From an optimization exercise on the open Yosys and OpenROAD flow, aimed at small area; shortcuts taken in it are not production practice.
In this exercise RTL edits were held to simulation tests only and were not proved equivalent to the original.
Power and IR drop assume default switching activity.

Setup of P:
// dnet_master
module dnet_master (
    input  wire        clk,
    input  wire        rst,
    input  wire [3:0]  cfg_client_id,
    input  wire        cfg_strict,
    input  wire        cfg_csum_span,
    input  wire [7:0]  reg_idx,
    input  wire [15:0] reg_wdata,
    input  wire        reg_wr,
    input  wire        reg_rd,
    output wire [15:0] reg_rdata,
    output wire        tx_valid,
    output reg  [7:0]  tx_byte,
    input  wire        tx_ready,
    input  wire        rx_valid,
    input  wire [7:0]  rx_byte,
    output wire        rx_ready,
    input  wire        rx_timeout,
    output wire        done
);
clock: 10.0 ns
lec_check: 0
cap_margin: 0
core_margin: 2
core_utilization: 62
gpl_timing_driven: 0
slew_margin: 0
standard.sh (not shown) runs the stock make flow with config.mk's settings and CLKGATE_MAP_FILE= SYNTH_SCRIPT=/design/flow/synth_recipe.tcl, a recipe that flattens the netlist after the stock synthesis.
==> flow/flow/run.sh <==
#!/bin/bash
# Layout flow: the standard flow (standard.sh: the standard synthesis,
# floorplan, power grid and tap cells, placement, routing), with these
# changes to the cells added after synthesis:
#  * Yosys/ABC buffers are removed at floorplan (as timing-driven global
#    placement would do, which is off here);
#  * the port buffers are sky130_fd_sc_hd__buf_1;
#  * the clock tree uses clkbuf_8 buffers in clusters of up to 16 sinks and
#    no dummy loads.
# Each tool writes its full log under orfs/logs; standard.sh's own output
# goes to standard.log in this folder.
set -euo pipefail
export REMOVE_ABC_BUFFERS=1
export BUFFER_PORTS_ARGS="-buffer_cell sky130_fd_sc_hd__buf_1"
export CTS_ARGS="-sink_clustering_enable -repair_clock_nets -dont_use_dummy_load -buf_list sky130_fd_sc_hd__clkbuf_8 -sink_clustering_size 16 -sink_clustering_max_diameter 60"
bash standard.sh > standard.log 2>&1
Relative to P, the following input files were edited for T:
--- a/flow/flow/run.sh
+++ b/flow/flow/run.sh
@@ -8,3 +8,5 @@
 #  * the clock tree uses clkbuf_8 buffers in clusters of up to 16 sinks and
-#    no dummy loads.
+#    no dummy loads;
+#  * after global routing, cells on paths with positive slack are sized down
+#    (ORFS's power recovery step, RECOVER_POWER).
 # Each tool writes its full log under orfs/logs; standard.sh's own output
@@ -13,2 +15,3 @@
 export REMOVE_ABC_BUFFERS=1
+export RECOVER_POWER=100
 export BUFFER_PORTS_ARGS="-buffer_cell sky130_fd_sc_hd__buf_1"
--- a/flow/config.mk
+++ b/flow/config.mk
@@ -9,3 +9,3 @@
 export CORE_MARGIN = 2
-export CORE_UTILIZATION = 62
+export CORE_UTILIZATION = 50
 export GPL_TIMING_DRIVEN = 0
==> summary.txt <==
T: all stages done; final checks FAILED (capacitance limit, slew limit). Sort P and T by final HPWL from detailed placement, descending, and T comes first. As of T, final wirelength had risen by a few percent compared to P. P has a lower worst setup skew after layout than T. Against P as the reference, T delivers a higher power. Diff T..P | combinational share of power | negligible.

========
== run 1 ==
dnet_master again, from the RTL that the note above started with.
// dnet_master
module dnet_master (
    input  wire        clk,
    input  wire        rst,
    input  wire [3:0]  cfg_client_id,
    input  wire        cfg_strict,
    input  wire        cfg_csum_span,
    input  wire [7:0]  reg_idx,
    input  wire [15:0] reg_wdata,
    input  wire        reg_wr,
    input  wire        reg_rd,
    output wire [15:0] reg_rdata,
    output wire        tx_valid,
    output reg  [7:0]  tx_byte,
    input  wire        tx_ready,
    input  wire        rx_valid,
    input  wire [7:0]  rx_byte,
    output wire        rx_ready,
    input  wire        rx_timeout,
    output wire        done
);
    reg  [3:0]   client_id;
    reg          strict;
    reg          csum_span;
    reg  [7:0]   csum;
    reg  [15:0]  size;
    reg  [4:0]   addr_len;
    reg  [7:0]   addr_chars [0:15];
    reg  [15:0]  pl_ptr;
    reg  [3:0]   phase;
    reg          opk;
    reg  [4:0]   idx;
    reg          cmd_seen;
    reg  [3:0]   err;
    reg          hosterr;
    reg  [2:0]   h_mt;        
    reg          h_op;
    reg  [15:0]  h_addr;
    reg  [15:0]  h_size;
    reg          hdr_valid;
    reg  [7:0]   echo [0:2];
    reg  [7:0]   payload [0:31];
    reg  [15:0]  pl_len;
    reg  [7:0]   resp_stx;
    reg  [7:0]   resp_etx;
    reg  [7:0]   resp_ck;
    reg  [7:0]   rcsum;
    reg          chk_done;    
    reg          csum_ok;
    wire p_idle  = (phase == 4'd0);
    wire p_enqtx = (phase == 4'd1);
  ...
Settings: LEC_CHECK=0, CAP_MARGIN=0, CORE_MARGIN=2, CORE_UTILIZATION=70, GPL_TIMING_DRIVEN=0, SLEW_MARGIN=0; clock period 10.0 ns.
==> flow/flow/run.sh <==
#!/bin/bash
# Layout flow: the standard flow (standard.sh: the standard synthesis,
# floorplan, power grid and tap cells, placement, routing), with these
# changes to the cells added after synthesis:
#  * Yosys/ABC buffers are removed at floorplan (as timing-driven global
#    placement would do, which is off here);
#  * the port buffers are sky130_fd_sc_hd__buf_1;
#  * the clock tree uses clkbuf_8 buffers for clusters of up to 16 sinks,
#    clkbuf_4 buffers above them, and
#    no dummy loads.
# Each tool writes its full log under orfs/logs; standard.sh's own output
# goes to standard.log in this folder.
set -euo pipefail
export REMOVE_ABC_BUFFERS=1
export BUFFER_PORTS_ARGS="-buffer_cell sky130_fd_sc_hd__buf_1"
export CTS_ARGS="-sink_clustering_enable -repair_clock_nets -dont_use_dummy_load -buf_list sky130_fd_sc_hd__clkbuf_4 -sink_clustering_buffer sky130_fd_sc_hd__clkbuf_8 -sink_clustering_size 16 -sink_clustering_max_diameter 60"
bash standard.sh > standard.log 2>&1
Ran to the end and failed final checks on capacitance limit, slew limit: run 1.
Edits applied to the flow inputs when going from run 1 to run 2:
# run 1
export LEC_CHECK = 0
export CAP_MARGIN = 0
export CORE_MARGIN = 2
export CORE_UTILIZATION = 70
export GPL_TIMING_DRIVEN = 0
export SLEW_MARGIN = 0
create_clock -name core_clock -period 10.0 [get_ports {clk}]
# run 2
export LEC_CHECK = 0
export CAP_MARGIN = 0
export CORE_MARGIN = 2
export CORE_UTILIZATION = 50
export CTS_BUF_LIST = sky130_fd_sc_hd__clkbuf_8
export CTS_CLUSTER_DIAMETER = 50
export CTS_CLUSTER_SIZE = 14
export SLEW_MARGIN = 0
create_clock -name core_clock -period 10.0 [get_ports {clk}]
==> flow/run.sh (new file) <==
#!/bin/bash
# synth_recipe.tcl (not shown) runs the flow's synth.tcl, then flattens the netlist and writes it again
# the make line also repeats each setting of config.mk as NAME=value (left out here)
make -C /OpenROAD-flow-scripts/flow DESIGN_CONFIG=/design/flow/config.mk WORK_HOME=/design/flow/orfs CLKGATE_MAP_FILE= SYNTH_SCRIPT=/design/flow/synth_recipe.tcl finish
removed: flow/flow/run.sh
removed: flow/standard.sh
Notes after the runs:
Run 2 ended with every stage complete and zero timing, DRC or antenna violations.
Initial cell density of the core is higher on run 1
From run 1 to run 2 the numbers moved as follows: number of max-cap violations now smaller; number of clock buffers in the layout moved up; time the worst path needs with I/O delays and setup lower; clock insertion delay at the later pin of the skew report decreased by 0.17 ns relative to the old numbers.
Inputs modified between run 2 and run 3:
# run 2
export LEC_CHECK = 0
export CAP_MARGIN = 0
export CORE_MARGIN = 2
export CORE_UTILIZATION = 50
export CTS_BUF_LIST = sky130_fd_sc_hd__clkbuf_8
export CTS_CLUSTER_DIAMETER = 50
export CTS_CLUSTER_SIZE = 14
export SLEW_MARGIN = 0
create_clock -name core_clock -period 10.0 [get_ports {clk}]
# run 3
export LEC_CHECK = 0
export CAP_MARGIN = 0
export CORE_MARGIN = 2
export CORE_UTILIZATION = 50
export GPL_TIMING_DRIVEN = 0
export SLEW_MARGIN = 0
create_clock -name core_clock -period 10.0 [get_ports {clk}]
==> flow/flow/run.sh (new file) <==
#!/bin/bash
# Layout flow: the standard flow (standard.sh: the standard synthesis,
# floorplan, power grid and tap cells, placement, routing), with these
# changes to the cells added after synthesis:
#  * Yosys/ABC buffers are removed at floorplan (as timing-driven global
#    placement would do, which is off here);
#  * the port buffers are sky130_fd_sc_hd__buf_1;
#  * the clock tree uses clkbuf_8 buffers in clusters of up to 16 sinks and
#    no dummy loads.
# Each tool writes its full log under orfs/logs; standard.sh's own output
# goes to standard.log in this folder.
set -euo pipefail
export REMOVE_ABC_BUFFERS=1
export BUFFER_PORTS_ARGS="-buffer_cell sky130_fd_sc_hd__buf_1"
export CTS_ARGS="-sink_clustering_enable -repair_clock_nets -dont_use_dummy_load -buf_list sky130_fd_sc_hd__clkbuf_8 -sink_clustering_size 16 -sink_clustering_max_diameter 60"
bash standard.sh > standard.log 2>&1
==> flow/standard.sh (new file) <==
#!/bin/bash
# synth_recipe.tcl (not shown) runs the flow's synth.tcl, then flattens the netlist and writes it again
# the make line also repeats each setting of config.mk as NAME=value (left out here)
make -C /OpenROAD-flow-scripts/flow DESIGN_CONFIG=/design/flow/config.mk WORK_HOME=/design/flow/orfs CLKGATE_MAP_FILE= SYNTH_SCRIPT=/design/flow/synth_recipe.tcl "${@:-finish}"
removed: flow/run.sh
Notes after the runs:
The area added between synthesis and finish in run 3 was lower than what run 2 gave. The higher global-route total usage across every layer came out of run 2. Run 3 vs run 2, total power per unit cell area went down by about 3.6%. Summary: time the final worst path needs with I/O delays and setup, run 3 better than run 2. Looking only at static leakage power, and setting everything else aside, the lower value of run 3 and run 2 goes to run 3. Run 2 was routed with more vias than run 3. Diff run 3 and run 2: routing usage on met2 higher in run 2. Total number of nets in the final design was higher in run 2 than in run 3. Compared with run 2, in run 3 final non-filler cell area now smaller; clock power share now smaller.
What run 4 does differently from run 3 at the input level:
# run 3
export LEC_CHECK = 0
export CAP_MARGIN = 0
export CORE_MARGIN = 2
export CORE_UTILIZATION = 50
export GPL_TIMING_DRIVEN = 0
export SLEW_MARGIN = 0
create_clock -name core_clock -period 10.0 [get_ports {clk}]
# run 4
export LEC_CHECK = 0
export CAP_MARGIN = 20
export CORE_MARGIN = 2
export CORE_UTILIZATION = 60
export GPL_TIMING_DRIVEN = 0
export SLEW_MARGIN = 20
create_clock -name core_clock -period 10.0 [get_ports {clk}]
==> flow/flow/run.sh <==
#!/bin/bash
# Layout flow: the standard flow (standard.sh, unchanged synthesis,
# floorplan, power grid and tap cells), with two changes to how cells are
# added during placement and clock tree synthesis:
#  * the port buffers are the smallest buffer, sky130_fd_sc_hd__buf_1;
#  * the clock tree uses clkbuf_8 buffers in small sink clusters and no
#    dummy loads.
# Every tool's output goes to the ORFS logs under orfs/logs; standard.sh's
# own output goes to standard.log in this folder.
set -euo pipefail
export BUFFER_PORTS_ARGS="-buffer_cell sky130_fd_sc_hd__buf_1"
export CTS_ARGS="-sink_clustering_enable -repair_clock_nets -dont_use_dummy_load -buf_list sky130_fd_sc_hd__clkbuf_8 -sink_clustering_size 12 -sink_clustering_max_diameter 50"
bash standard.sh > standard.log 2>&1
==> summary.txt <==
Run 4: all stages complete, timing, DRC and antenna checks passed. Diff run 4..run 3 | fraction of layout instances using a drive strength above 1 | negligible. Clock network power share was higher in run 4 than in run 3. Run 4 — cell area about 0.6% higher, run 3 as reference.
The following lists how run 5 was set up differently from run 4:
# run 4
export LEC_CHECK = 0
export CAP_MARGIN = 20
export CORE_MARGIN = 2
export CORE_UTILIZATION = 60
export GPL_TIMING_DRIVEN = 0
export SLEW_MARGIN = 20
create_clock -name core_clock -period 10.0 [get_ports {clk}]
# run 5
export LEC_CHECK = 0
export CAP_MARGIN = 20
export CORE_MARGIN = 2
export CORE_UTILIZATION = 50
export GPL_TIMING_DRIVEN = 0
export SLEW_MARGIN = 20
create_clock -name core_clock -period 10.0 [get_ports {clk}]
==> flow/flow/run.sh <==
#!/bin/bash
# Layout flow: the standard flow (standard.sh: the standard synthesis,
# floorplan, power grid and tap cells, placement, routing), with these
# changes to the cells added after synthesis:
#  * Yosys/ABC buffers are removed at floorplan (as timing-driven global
#    placement would do, which is off here);
#  * the port buffers are sky130_fd_sc_hd__buf_1;
#  * the clock tree uses clkbuf_8 buffers in clusters of up to 16 sinks and
#    no dummy loads.
# Each tool writes its full log under orfs/logs; standard.sh's own output
# goes to standard.log in this folder.
set -euo pipefail
export REMOVE_ABC_BUFFERS=1
export BUFFER_PORTS_ARGS="-buffer_cell sky130_fd_sc_hd__buf_1"
export CTS_ARGS="-sink_clustering_enable -repair_clock_nets -dont_use_dummy_load -buf_list sky130_fd_sc_hd__clkbuf_8 -sink_clustering_size 16 -sink_clustering_max_diameter 60"
bash standard.sh > standard.log 2>&1
==> summary.txt <==
Changes observed in run 5 relative to run 4: pre-CTS setup slack +0.22 ns, number of diodes added for antenna fixing +2.
Delay contributed by the slowest stage of the critical path, run 4 and run 5: higher on run 4
In run 5 relative to run 4, amount of wire on met2 after detailed routing had gone down slightly.
Run 5 vs. run 4: final cell area excluding filler cells neither gained nor lost much; count of port buffers added during placement went up by 3.0%; clock latency on the worst-skew pair higher.

[re-timing with driven ports]
How much do the figures lean on ideal ports? The routed layouts below were timed once more, with nothing changed but the port constraints.
Step 1, drivers: a clkbuf_16 drives clk and a buf_2 each remaining input, both assumed.
Step 2, shift: input delay + t, output delay - t, t = (earliest + latest rising clock arrival at the registers) / 2. This alone moves slack from input paths to output paths.
Three values: no drivers, after step 1, after step 2; two values: the first two.
run	t, ns	setup WS [ns]	worst setup path at the end	slew at the worst register clock pin (ns)	cell pins on the clock port's net
P	0.681	1.498 / 1.462 / 1.462	input to output	0.11 / 0.11	1
T	0.704	1.259 / 1.236 / 1.236	input to output	0.11 / 0.11	1
run 1	0.881	1.298 / 1.272 / 1.272	input to output	0.11 / 0.11	1
run 2	0.750	1.654 / 1.632 / 1.632	input to output	0.10 / 0.10	1
run 3	0.703	1.715 / 1.692 / 1.692	input to output	0.11 / 0.11	1
run 4	0.710	1.377 / 1.339 / 1.339	input to output	0.09 / 0.09	1
run 5	0.711	1.844 / 1.823 / 1.823	input to output	0.11 / 0.11	1
The setup slack of run 4, which loses most, moves by -0.038 ns with the drivers and by -0.038 ns with both steps.
